Context: an optimization exercise on an open-source flow, tuned for small area, a short achievable clock period and few clock cycles per item. The choices shown serve that exercise and are no tape-out recipe. Only simulation tests tie the RTL to the original design; equivalence was not proved. Power figures rest on the tool's default switching activity, not on a simulated workload.

// slrb_rx
module slrb_rx (
    input             clk,
    input             rst,
    input             cfg_valid,
    input      [14:0] cfg_word,
    input      [7:0]  cfg_ikey,
    input      [7:0]  cfg_ckey,
    input      [3:0]  cfg_init_sn,
    input      [31:0] cfg_init_hfn,
    output     [1:0]  life,
    input             pdu_valid,
    output            pdu_ready,
    input      [31:0] pdu_sdu_id,
    input      [3:0]  pdu_sn,
    input      [3:0]  pdu_len,
    input      [63:0] pdu_payload,
    input             pdu_corrupted,
    input      [31:0] pdu_count_in,
    input      [1:0]  pdu_verified_in,
    output            rsp_valid,
    output reg        rsp_accept,
    output reg [1:0]  rsp_verified,
    output reg [3:0]  rsp_status,
    output reg [31:0] rsp_count,
    output reg [4:0]  rsp_ndrain,
    output reg        dlv_valid,
    output reg [31:0] dlv_sdu_id,
    output reg [31:0] dlv_count,
    output reg [3:0]  dlv_len,
    output reg [63:0] dlv_body,
    output reg [15:0] st_delivered,
    output reg [15:0] st_integ,
    output reg [15:0] st_dup,
    output     [4:0]  st_buffered
);
export LEC_CHECK = 0
export CAP_MARGIN = 20
export CORE_MARGIN = 2
export CORE_UTILIZATION = 65
export CTS_CLUSTER_DIAMETER = 70
export CTS_CLUSTER_SIZE = 28
export SLEW_MARGIN = 20
create_clock -name core_clock -period 22.0 [get_ports {clk}]
standard.sh (not shown) runs the stock make flow with config.mk's settings and CLKGATE_MAP_FILE= SYNTH_SCRIPT=/design/flow/synth_recipe.tcl, a recipe that flattens the netlist after the stock synthesis.
==> flow/flow/run.sh <==
#!/bin/bash
set -euo pipefail
cd "$(dirname "$0")/.."
export SETUP_SLACK_MARGIN=15.5
bash standard.sh > flow_standard.log 2>&1
Testbench counts at the start, summed over its fixed seeds: cycles 4,372, items 3,583.
Next try:
--- a/flow/design.v
+++ b/flow/design.v
@@ -51,25 +51,37 @@
     reg       c_ien;
     reg       c_cen;
     reg [1:0] c_s;        
     reg [7:0] c_ikey;
     reg [7:0] c_kb;       
     reg [5:0] c_bsum;     
     reg [4:0] c_bxor;     
     assign life = life_r;
     wire [4:0]  cfg_snbits   = cfg_word[12:8];
-    wire [3:0]  cfg_max_sn   = (4'd1 << cfg_snbits[2:0]) - 4'd1;
-    wire [31:0] cfg_hfn_mask = 32'hFFFFFFFF >> cfg_snbits[2:0];
+    reg  [3:0]  cfg_max_sn;
+    reg         cfg_hfn_ok;
+    reg  [31:0] cfg_hs;        
+    always @(*) begin
+        case (cfg_snbits[1:0])
+            2'd1: begin cfg_max_sn = 4'd1; cfg_hfn_ok = (cfg_init_hfn[31]    == 1'b0);
+                        cfg_hs = {cfg_init_hfn[30:0], 1'b0}; end
+            2'd2: begin cfg_max_sn = 4'd3; cfg_hfn_ok = (cfg_init_hfn[31:30] == 2'd0);
+                        cfg_hs = {cfg_init_hfn[29:0], 2'b0}; end
+            2'd3: begin cfg_max_sn = 4'd7; cfg_hfn_ok = (cfg_init_hfn[31:29] == 3'd0);
+                        cfg_hs = {cfg_init_hfn[28:0], 3'b0}; end
+            default: begin cfg_max_sn = 4'd15; cfg_hfn_ok = (cfg_init_hfn[31:28] == 4'd0);
+                        cfg_hs = {cfg_init_hfn[27:0], 4'b0}; end
+        endcase
+    end
     wire cfg_ok = (!cfg_word[6] || cfg_word[13]) &&
                   (!cfg_word[7] || cfg_word[14]) &&
                   (cfg_snbits >= 5'd1) && (cfg_snbits <= 5'd4) &&
-                  (cfg_init_sn <= cfg_max_sn) &&
-                  ((cfg_init_hfn & ~cfg_hfn_mask) == 32'd0);
+                  (cfg_init_sn <= cfg_max_sn) && cfg_hfn_ok;
     wire cfg_take = cfg_valid && (life_r == 2'd0);
     reg [3:0]  max_sn;
     reg [3:0]  win;
     reg [4:0]  one_s;     
     always @(*) begin
         case (c_s)
             2'd0: begin max_sn = 4'd1;  win = 4'd1; one_s = 5'd2;  end
             2'd1: begin max_sn = 4'd3;  win = 4'd2; one_s = 5'd4;  end
             2'd2: begin max_sn = 4'd7;  win = 4'd4; one_s = 5'd8;  end
@@ -373,19 +385,19 @@
                     c_ien    <= cfg_word[6];
                     c_cen    <= cfg_word[7];
                     c_s      <= cfg_snbits[1:0] - 2'd1;
                     c_ikey   <= cfg_ikey;
                     c_kb     <= cfg_ckey + {cfg_word[4:0], 3'b000} + {cfg_word[5], 6'd0};
                     c_bsum   <= {1'b0, cfg_word[4:0]} + {5'd0, cfg_word[5]};
                     c_bxor   <= cfg_word[4:0] ^ {4'd0, cfg_word[5]};
                     ne_sn    <= cfg_init_sn;
                     ld_valid <= 1'b0;
-                    hs       <= cfg_init_hfn << cfg_snbits[2:0];
+                    hs       <= cfg_hs;
                     ini      <= 2'd3;
                 end
             end else if (ini != 2'd0) begin
                 ini <= ini - 2'd1;
             end
             p_valid   <= take;
             dlv_valid <= adv;
             wb        <= store_now;
             rsp_v     <= (p_valid && !(dlv_now && nm_r)) || (dr && !nm_r);
- The new run finished clean
- worst setup slack is worse by 60 ps
- routed wire length is higher by about 11%
- final cell count went up by 0.85%
- hold slack is worse by 73 ps
- final area goes up by 0.47%
- total power rose by about 1.5%
- combinational power climbs by about 2%
- utilization rose by 0.94 points
- first-iteration DRC count came out higher by 24%
- sequential share of layout area falls by 0.21 points
- fmax goes down by 0.86%
- synthesized area is about the same
- non-clock buffer count goes up by 15
Testbench counts after the change, summed over its fixed seeds: cycles 4,372, items 3,583.

## re-timing with driven ports
Ports are ideal in the flow. The routed layouts listed here were re-timed in OpenROAD.
Step 1, drivers: a clkbuf_16 drives clk and a buf_2 each remaining input, both assumed.
Step 2 also shifts input and output timing later by t, the mid clock arrival at the registers, as if the neighbouring blocks saw the same clock.
Slacks: no drivers / after step 1 / after step 2; pairs: no drivers / after step 1.
run | t (ns) | setup slack, ns | worst setup path after step 2
the first run | 0.920 | 15.070 / 15.070 / 14.436 | input to register
the second run | 0.950 | 15.010 / 15.010 / 14.300 | input to register
After both steps setup and hold are still met in every run listed. For the second run, which loses most, drivers alone change the setup slack by 0.000 ns; drivers and shift together by -0.710 ns.
